Context: an optimization exercise on an open-source flow, tuned for small area, a short achievable clock period and few clock cycles per item. The choices shown serve that exercise and are no tape-out recipe.
The RTL was checked by simulation tests, not by an equivalence proof against the original design.

## flow/design.v (module list and top-level ports; edited modules follow where they fit)
// module fxm16_norm: 15 lines
// module fxm16_recip_rom: 138 lines
// module fxm16_rsqrt_rom: 106 lines
// module fxm16_mul: 770 lines
// module fxm16_core: 264 lines
// module fxm16: 114 lines
module fxm16 (
  input  wire        clk,
  input  wire        rst,
  input  wire        in_valid,
  output reg         in_ready,
  input  wire [3:0]  in_op,
  input  wire [15:0] in_a,
  input  wire [15:0] in_b,
  output reg         out_valid,
  input  wire        out_ready,
  output reg  [15:0] out_r0,
  output reg  [15:0] out_r1
);
  // ...
==> flow/run.sh <==
#!/bin/bash
# synth_recipe.tcl (not shown) runs the flow's synth.tcl, then flattens the netlist and writes it again
# the make line also repeats each setting of config.mk as NAME=value (left out here)
make -C /OpenROAD-flow-scripts/flow DESIGN_CONFIG=/design/flow/config.mk WORK_HOME=/design/flow/orfs CLKGATE_MAP_FILE= SYNTH_SCRIPT=/design/flow/synth_recipe.tcl finish
==> flow/config.mk <==
export PLATFORM = sky130hd
export DESIGN_NAME = fxm16
export DESIGN_NICKNAME = fxm16
export VERILOG_FILES = /design/flow/design.v
export SDC_FILE = /design/flow/constraint.sdc
export NUM_CORES = 4
export LEC_CHECK = 0
export ABC_AREA = 1
export CAP_MARGIN = 20
export CORE_MARGIN = 2
export CORE_UTILIZATION = 55
export PLACE_DENSITY = 0.7
export SLEW_MARGIN = 20
==> flow/constraint.sdc <==
create_clock -name core_clock -period 85.0 [get_ports {clk}]
set_input_delay 17.0000 -clock core_clock [delete_from_list [all_inputs] [get_ports {clk}]]
set_output_delay 17.0000 -clock core_clock [all_outputs]
set_load 0.01 [all_outputs]
==> summary.txt, run 1 <==
Status
  • Status: timing/DRC/antenna clean

Yosys
  • Post-synth top flop: edfxtp_1
  • Main combinational cell family by area after synthesis: simple AND/OR/NAND/NOR gates
  • Multiplexer share of the synthesized area: 0.00120
  • Yosys warns: 4
  • Compound-Gate Fraction of Synth Area: 0.214

Layout
  • Fraction of area in multi-input gates: 0.706
  • Non-clk invs: 512
  • Buffering overhead: 0.0415
  • Number of sequential cells: approximately 120

STA
  • Worst-Margin Slew: roughly 1.1 ns
  • Hold_ws: 0.514 ns
  • Rel. slew slack: 0.230
  • Setup TNS: 0 ns
  • Worst Clk Skew: ~0.018 ns
  • Worst Setup Slack, final: around 67 ns
  • Final count of hold timing violations: 0

Setup path
  • CP max stage cell: clkdlybuf4s50_1
  • Reg2reg end: out_r0[1]
  • Element type at the critical path start: flip-flop

GRT
  • Number of global-route vias before repair: ~26000
  • Met3 Use GR: 0.0886

Routing
  • Routed length on met2: 44500 um
  • M1 WL: around 41000 um
  • Drt pass-1 iters: 8

Clock tree
  • Postcts setup bufs: 0
  • Root Driver: clkbuf_16
  • CTS tree: yes
  • CTS clock-pin slew for the worst setup and hold paths: 0.06 ns
  • H-Tree Depth: 4
Testbench counts, summed over its fixed seeds: cycles 71,681, items 24,000.
==> inputs of run 2 (changes only) <==
--- a/flow/config.mk
+++ b/flow/config.mk
@@ -9,5 +9,6 @@
 export CAP_MARGIN = 20
 export CORE_MARGIN = 2
 export CORE_UTILIZATION = 55
+export CTS_BUF_LIST = sky130_fd_sc_hd__clkbuf_8
 export PLACE_DENSITY = 0.7
 export SLEW_MARGIN = 20
==> summary.txt, run 2 <==
Status
  • Status: timing/DRC/antenna clean (unchanged)

Clock tree
  • Root Driver: clkbuf_8 (was clkbuf_16)
  • Post-CTS Resized: 0 (unchanged)
  • Total CTS buffers: 17 (unchanged)
  • H-Tree Depth: 4 (unchanged)
  • Hold Buf Count CTS: 0 (unchanged)
  • Postcts setup bufs: 0 (unchanged)
  • CTS tree: yes (unchanged)
  • Worst-skew pair later-pin latency: 0.48 ns (was 0.44 ns)
  • Clock Tree Buf Depth: 2 (unchanged)
  • CTS clock-pin slew for the worst setup and hold paths: 0.08 ns (was 0.06 ns)
  • CTS Sinks: 117 (unchanged)

Yosys
  • Yosys reg bits: 117 (unchanged)
  • Post-Syn Area per Cell: 6.57 um2 (unchanged)
  • Post-synth ARST share: 0 (unchanged)
  • Top cells by area, synth: edfxtp_1 (13%), nand2_1 (13%), fa_1 (11%), inv_1 (6.9%), xor2_1 (6.8%) (unchanged)
  • Sequential-to-total area share from yosys stat: 0.137 (unchanged)
  • Synth cell count leaders: nand2_1 (855), inv_1 (459), nor2_1 (285) (unchanged)
  • Post-synth EDFFs: 109 (unchanged)
  • Post-synth top flop: edfxtp_1 (unchanged)
  • Largest area contributor in the netlist: edfxtp_1 (unchanged)
  • Post-Syn Instances: 3809 (unchanged)
  • Top cell type's share of synthesized area: 0.131 (unchanged)
  • Mapped cell area: 25000 um2 (unchanged)
  • Yosys warns: 4 (unchanged)
  • Most common cell in the netlist: nand2_1 (unchanged)
  • Net Count, Synth: 4113 (unchanged)
  • Yosys cell types: 73 (unchanged)

Die
  • Rows: 78 (unchanged)
  • Core Area: 45200 um2 (unchanged)
  • Full die area: 47200 um2 (unchanged)
  • Horiz. Die Dim: 217 um (unchanged)
  • Die Y: 217 um (unchanged)
  • Initial core utilization: 0.554 (unchanged)
  • Ports: 74 (unchanged)

GRT
  • Initial antenna violation count: 2 (was 3)
  • Largest net degree at the start of global routing: 43 (unchanged)
  • Grt ovf: 0 (unchanged)
  • GRT Util Overall: 0.444 (about the same)
  • Number of global-route vias before repair: 25800 (was 25900)
  • First-pass GRT wire length: 159000 um (about the same)

Setup path
  • Critical Path End: out_r0[8] (unchanged)
  • Setup crit end kind: output port (unchanged)
  • Largest stage delay, worst path: 0.56 ns (about the same)
  • CP max stage cell: clkdlybuf4s50_1 (unchanged)
  • Worst Setup SP: out_r0[8] (unchanged)
  • WP buf/inv: 1 (unchanged)
  • Element type at the critical path start: flip-flop (unchanged)
  • Crit Path Category: flip-flop to output port (unchanged)
  • Critical path's top delay family: buffers and inverters (unchanged)
  • Reg2reg end: out_r0[1] (unchanged)
  • Crit Path Max Fanout: 1 (unchanged)
  • Worst R2R Path Depth: 80 (unchanged)
  • WP data required: 68.00 ns (about the same)
  • Worst Path Arrival: 1.38 ns (was 1.33 ns)
  • CP cell instances: clkdlybuf4s50_1 (unchanged)
  • Worst r2r src: a[15] (unchanged)
  • Instance count on the critical path: 1 (unchanged)
  • R2r setup slk: 68.30 ns (was 68.35 ns)

STA
  • Worst Clk Skew: 0.0171 ns (was 0.0176 ns)
  • # setup viols final: 0 (unchanged)
  • Final count of hold timing violations: 0 (unchanged)
  • Minimum clock period: 18.38 ns (was 18.33 ns)
  • Final Cycle Share: 0.216 (about the same)
  • Max Fclk: 54.4 MHz (was 54.5 MHz)
  • RSZ-0062 raised after global routing: false (unchanged)
  • Rel. slew slack: 0.208 (was 0.230)
  • Slew Limit Fails: 0 (unchanged)
  • Worst-Margin Slew: 1.18 ns (was 1.14 ns)
  • Setup TNS: 0 ns (unchanged)

Layout
  • Commonest non-fill, non-tap cells in the layout: nand2_1 (855), inv_1 (459), nor2_1 (283) (unchanged)
  • Most common cell after layout, fill and taps aside: nand2_1 (unchanged)
  • Layout area overhead: 5.04% (was 5.79%)
  • Final #Nets: 4069 (unchanged)
  • Layout Utilization: 0.582 (was 0.586)
  • Layout cells sized above 1: 0.0717 (unchanged)

Routing
  • WL per Instance: 24.2 um (about the same)
  • Drt pass-1 iters: 9 (was 8)
  • DRC errors left: 0 (unchanged)
  • Via count: 28100 (was 28000)
  • Initial DRC count: 3927 (was 3996)
  • Routed wire length: 106000 um (about the same)
  • Antenna-violating nets left: 0 (unchanged)
  • Vias per cell: 6.42 (was 6.39)

Place
  • I/O Buffers: 73 (unchanged)
  • Post-DP HPWL: 82700 um (unchanged)
  • Placer Congestion: 1.12 (unchanged)

Min path
  • Hold WC Path Type: flip-flop to flip-flop (unchanged)

Run
  • Max Cap Violations: 0 (unchanged)
run 2: cell counts after synthesis:
No cell type changed its count.
run 2: per-stage QoR:
| stage | setup slack (ns) | std cells | area (um2) | hold slack, ns |
|---|---|---|---|---|
| after floorplan | 65.93 | 3809 | 25000 | 0.428 |
| after global placement | 66.31 | 4346 | 25900 | 0.496 |
| after detailed placement | 66.29 | 4346 | 25900 | 0.502 |
| after CTS | 66.62 | 4378 | 26300 | 0.512 |
| after global routing | 66.60 | 4378 | 26300 | 0.542 |
| final | 66.62 | 4379 | 26300 | 0.511 |
run 2: kinds of logic after synthesis:
| kind of cell | after synthesis | synth area share |
|---|---|---|
| AO/OA/AOI/OAI | 890 | 0.214 |
| XOR/XNOR | 204 | 0.0714 |
| adder cells (fa/ha/maj) | 264 | 0.172 |
| buffers and inverters | 697 | 0.118 |
| flip-flops | 117 | 0.137 |
| multiplexers | 3 | 0.00120 |
| AND/OR/NAND/NOR | 1634 | 0.286 |
run 2: final cells by class:
class / count / area (um2)
antenna: 1 / 2.50
clock buffer: 18 / 248
clock inverter: 14 / 125
fill: 4543 / 18900
inverter: 512 / 1940
multi-input combinational: 2995 / 18700
sequential: 117 / 3430
tap: 600 / 751
timing repair buffer: 122 / 1100
run 2: worst min path at each step:
stage	start	endpoint	slack, ns	cells past startpoint
global placement	busy	busy	0.50	2
finish	busy	busy	0.51	2
detailed placement	busy	busy	0.50	2
global route	busy	busy	0.54	2
CTS	busy	busy	0.51	2
floorplan	b[15]	f_b15	0.43	0
run 2: per-layer routing:
layer	track usage	vias up	part of all wire
li1	-	12700	-
met1	0.572	12900	0.38
met2	0.673	1970	0.42
met3	0.0841	480	0.11
met4	0.303	0	0.082
met5	0	-	0
==> inputs of run 3 (changes only) <==
--- a/flow/config.mk
+++ b/flow/config.mk
@@ -8,7 +8,7 @@
 export ABC_AREA = 1
 export CAP_MARGIN = 20
 export CORE_MARGIN = 2
-export CORE_UTILIZATION = 55
+export CORE_UTILIZATION = 70
 export CTS_BUF_LIST = sky130_fd_sc_hd__clkbuf_8
-export PLACE_DENSITY = 0.7
+export PLACE_DENSITY = 0.82
 export SLEW_MARGIN = 20
==> summary.txt, run 3 <==
Routing
  • Via count: 30400 (was 28100)
  • Routed wire length: 106000 um (about the same)
  • WL per Instance: 25.0 um (was 24.2 um)
  • Vias per cell: 7.17 (was 6.42)
  • Drt pass-1 iters: 12 (was 9)
  • Initial DRC count: 6314 (was 3927)
  • Antenna-violating nets left: 0 (unchanged)
  • DRC errors left: 0 (unchanged)

Yosys
  • Yosys cell types: 73 (unchanged)
  • Post-synth EDFFs: 109 (unchanged)
  • Synth Area in Simple Gates: 0.286 (unchanged)
  • Post-synthesis adder-cell area fraction: 0.172 (unchanged)
  • Largest area contributor in the netlist: edfxtp_1 (unchanged)
  • Top cells by area, synth: edfxtp_1 (13%), nand2_1 (13%), fa_1 (11%), inv_1 (6.9%), xor2_1 (6.8%) (unchanged)
  • Yosys warns: 4 (unchanged)
  • Compound-Gate Fraction of Synth Area: 0.214 (unchanged)
  • Yosys reg bits: 117 (unchanged)
  • Most common cell in the netlist: nand2_1 (unchanged)
  • Top cell type's share of synthesized area: 0.131 (unchanged)
  • Main combinational cell family by area after synthesis: simple AND/OR/NAND/NOR gates (unchanged)
  • Post-Syn Instances: 3809 (unchanged)
  • Synth Area in XOR/XNOR: 0.0714 (unchanged)
  • Synth cell count leaders: nand2_1 (855), inv_1 (459), nor2_1 (285) (unchanged)
  • Net Count, Synth: 4113 (unchanged)
  • Mapped cell area: 25000 um2 (unchanged)
  • Sequential-to-total area share from yosys stat: 0.137 (unchanged)
  • Post-synth top flop: edfxtp_1 (unchanged)
  • Post-Syn Area per Cell: 6.57 um2 (unchanged)
  • Multiplexer share of the synthesized area: 0.00120 (unchanged)
  • Post-synth ARST share: 0 (unchanged)

STA
  • Worst-Margin Slew: 1.07 ns (was 1.18 ns)
  • Final count of hold timing violations: 0 (unchanged)
  • Max Fclk: 54.2 MHz (was 54.4 MHz)
  • Slew Limit Fails: 0 (unchanged)
  • Minimum clock period: 18.45 ns (was 18.38 ns)
  • Setup TNS: 0 ns (unchanged)
  • Worst Clk Skew: 0.0477 ns (was 0.0171 ns)
  • Rel. slew slack: 0.286 (was 0.208)
  • RSZ-0062 raised after global routing: false (unchanged)
  • Worst Setup Slack, final: 66.55 ns (was 66.62 ns)
  • Final Cycle Share: 0.217 (was 0.216)
  • Hold_ws: 0.591 ns (was 0.511 ns)
  • # setup viols final: 0 (unchanged)

Die
  • Initial core utilization: 0.707 (was 0.554)
  • Core Area: 35400 um2 (was 45200 um2)
  • Die Y: 193 um (was 217 um)
  • Rows: 69 (was 78)
  • Full die area: 37300 um2 (was 47200 um2)
  • Horiz. Die Dim: 193 um (was 217 um)
  • Ports: 74 (unchanged)

Place
  • Placer Congestion: 1.27 (was 1.12)
  • I/O Buffers: 73 (unchanged)
  • Pre-CTS setup slack: 66.61 ns (was 66.29 ns)
  • Post-DP HPWL: 78900 um (was 82700 um)
  • Area after DPL: 25700 um2 (was 25900 um2)

Clock tree
  • Root Driver: clkbuf_8 (unchanged)
  • Hold Buf Count CTS: 0 (unchanged)
  • CTS clock-pin slew for the worst setup and hold paths: 0.08 ns (about the same)
  • Worst-skew pair later-pin latency: 0.50 ns (was 0.48 ns)
  • CTS Sinks: 117 (unchanged)
  • Clock Tree Buf Depth: 3 (was 2)
  • Post-CTS Resized: 0 (unchanged)
  • H-Tree Depth: 4 (unchanged)
  • CTS tree: yes (unchanged)
  • Postcts setup bufs: 0 (unchanged)
  • Total CTS buffers: 25 (was 17)

Setup path
  • Crit Path Category: flip-flop to output port (unchanged)
  • Element type at the critical path start: flip-flop (unchanged)
  • Worst r2r src: a[15] (unchanged)
  • Critical path's top delay family: buffers and inverters (unchanged)
  • Worst Path Arrival: 1.45 ns (was 1.38 ns)
  • WP buf/inv: 1 (unchanged)
  • WP data required: 68.00 ns (about the same)
  • CP cell instances: clkdlybuf4s50_1 (unchanged)
  • Reg2reg end: out_r0[13] (was out_r0[1])
  • R2r setup slk: 67.30 ns (was 68.30 ns)
  • Crit Path Max Fanout: 1 (unchanged)
  • Worst R2R Path Depth: 77 (was 80)
  • Largest stage delay, worst path: 0.59 ns (was 0.56 ns)
  • CP max stage cell: clkdlybuf4s50_1 (unchanged)
  • Setup crit end kind: output port (unchanged)

Layout
  • Layout area overhead: 4.15% (was 5.04%)
  • Commonest non-fill, non-tap cells in the layout: nand2_1 (855), inv_1 (460), nor2_1 (283) (was nand2_1 (855), inv_1 (459), nor2_1 (283))
  • Layout cells sized above 1: 0.0689 (was 0.0717)
  • Most common cell after layout, fill and taps aside: nand2_1 (unchanged)
  • Final #Nets: 4071 (was 4069)
  • Design area: 26100 um2 (was 26300 um2)

GRT
  • First-pass GRT wire length: 160000 um (was 159000 um)
  • Grt ovf: 0 (unchanged)
  • Number of global-route vias before repair: 28200 (was 25800)
  • Initial antenna violation count: 3 (was 2)
  • Largest net degree at the start of global routing: 43 (unchanged)
  • GRT Util Overall: 0.563 (was 0.444)

Min path
  • Hold Path Origin: step[1] (was busy)
  • Hold WC Path Type: flip-flop to flip-flop (unchanged)
  • Hold EP: step[1] (was busy)
  • Hold path depth: 2 (unchanged)

Status
  • Status: timing/DRC/antenna clean (unchanged)

Run
  • Max Cap Violations: 0 (unchanged)
## run 3: cell count changes in the layout (fill, tap and decap cells not counted), sizes merged
cell / before / now
buf: 49 / 43
bufinv: 1 / 0
clkbuf: 18 / 25
clkinv: 24 / 22
clkinvlp: 2 / 0
diode: 1 / 3
inv: 499 / 497
## run 3: cell type report
type                            count  area (um2)
Multi-Input combinational cell   2995       18700
Fill cell                        2800        9330
Sequential cell                   117        3430
Inverter                          512        1940
Timing Repair Buffer              116        1050
Tap cell                          461         577
Clock buffer                       25         344
Clock inverter                      7        28.8
Antenna cell                        3        7.51
## run 3: per-stage QoR
stage               cells   util
floorplan            3809      -
global placement     4201  0.726
detailed placement   4201  0.726
CTS                  4233  0.736
global route         4233  0.736
finish               4236  0.737
## run 3: worst max-delay path by stage
stage | depth (start not counted) | end | from | slack (ns)
after floorplan | 2 | out_r0[0] | out_ready | 65.93
after global placement | 4 | out_r1[0] | out_ready | 66.68
after detailed placement | 4 | out_r1[0] | out_ready | 66.61
after CTS | 1 | out_r0[12] | out_r0[12] | 66.58
after global routing | 76 | out_r0[13] | nb | 66.34
final | 1 | out_r0[12] | out_r0[12] | 66.55
## run 3: routing by layer
| layer | track usage | share of wire | vias up |
|---|---|---|---|
| li1 | - | - | 12700 |
| met1 | 0.675 | 0.32 | 13400 |
| met2 | 0.802 | 0.39 | 3167 |
| met3 | 0.216 | 0.18 | 1030 |
| met4 | 0.456 | 0.11 | 6 |
| met5 | 0.00663 | 0.00043 | - |
## run 3: cells by family after synthesis
kind of cell             after synthesis
XOR/XNOR                             204
AND/OR/NAND/NOR                     1634
multiplexers                           3
buffers and inverters                697
flip-flops                           117
AO/OA/AOI/OAI                        890
adder cells (fa/ha/maj)              264
## run 3: worst reg2reg max path, delay by kind of cell, from the launching register on
| family | cells | cell delay, ns |
|---|---|---|
| AO/OA/AOI/OAI | 15 | 4.10 |
| XOR/XNOR | 2 | 0.63 |
| adder cells (fa/ha/maj) | 9 | 3.96 |
| buffers and inverters | 16 | 2.44 |
| flip-flops | 1 | 0.64 |
| AND/OR/NAND/NOR | 35 | 5.65 |

afterwards: timing with drivers on the ports:
The flow's constraints put no driver on any port. The routed layouts listed below were extracted and timed again, unchanged, in two steps. Step 1, drivers: a clkbuf_16 drives clk and a buf_2 each remaining input, both assumed. Step 2, shift: input delay + t, output delay - t, t = (earliest + latest rising clock arrival at the registers) / 2. This alone moves slack from input paths to output paths. a / b / c = ideal / step 1 / step 2; a / b = the first two.
run | t (ns) | setup slack, ns | worst hold slack (ns) | pins driven straight from the clock port
run 1 | 0.484 | 66.668 / 66.618 / 66.279 | 0.514 / 0.514 / 0.514 | 1
run 2 | 0.518 | 66.616 / 66.570 / 66.281 | 0.511 / 0.511 / 0.511 | 1
run 3 | 0.512 | 66.546 / 66.508 / 66.581 | 0.591 / 0.591 / 0.591 | 1
After both steps setup and hold are still met in every run listed. For run 1, which loses most, drivers alone change the setup slack by -0.050 ns; drivers and shift together by -0.389 ns.
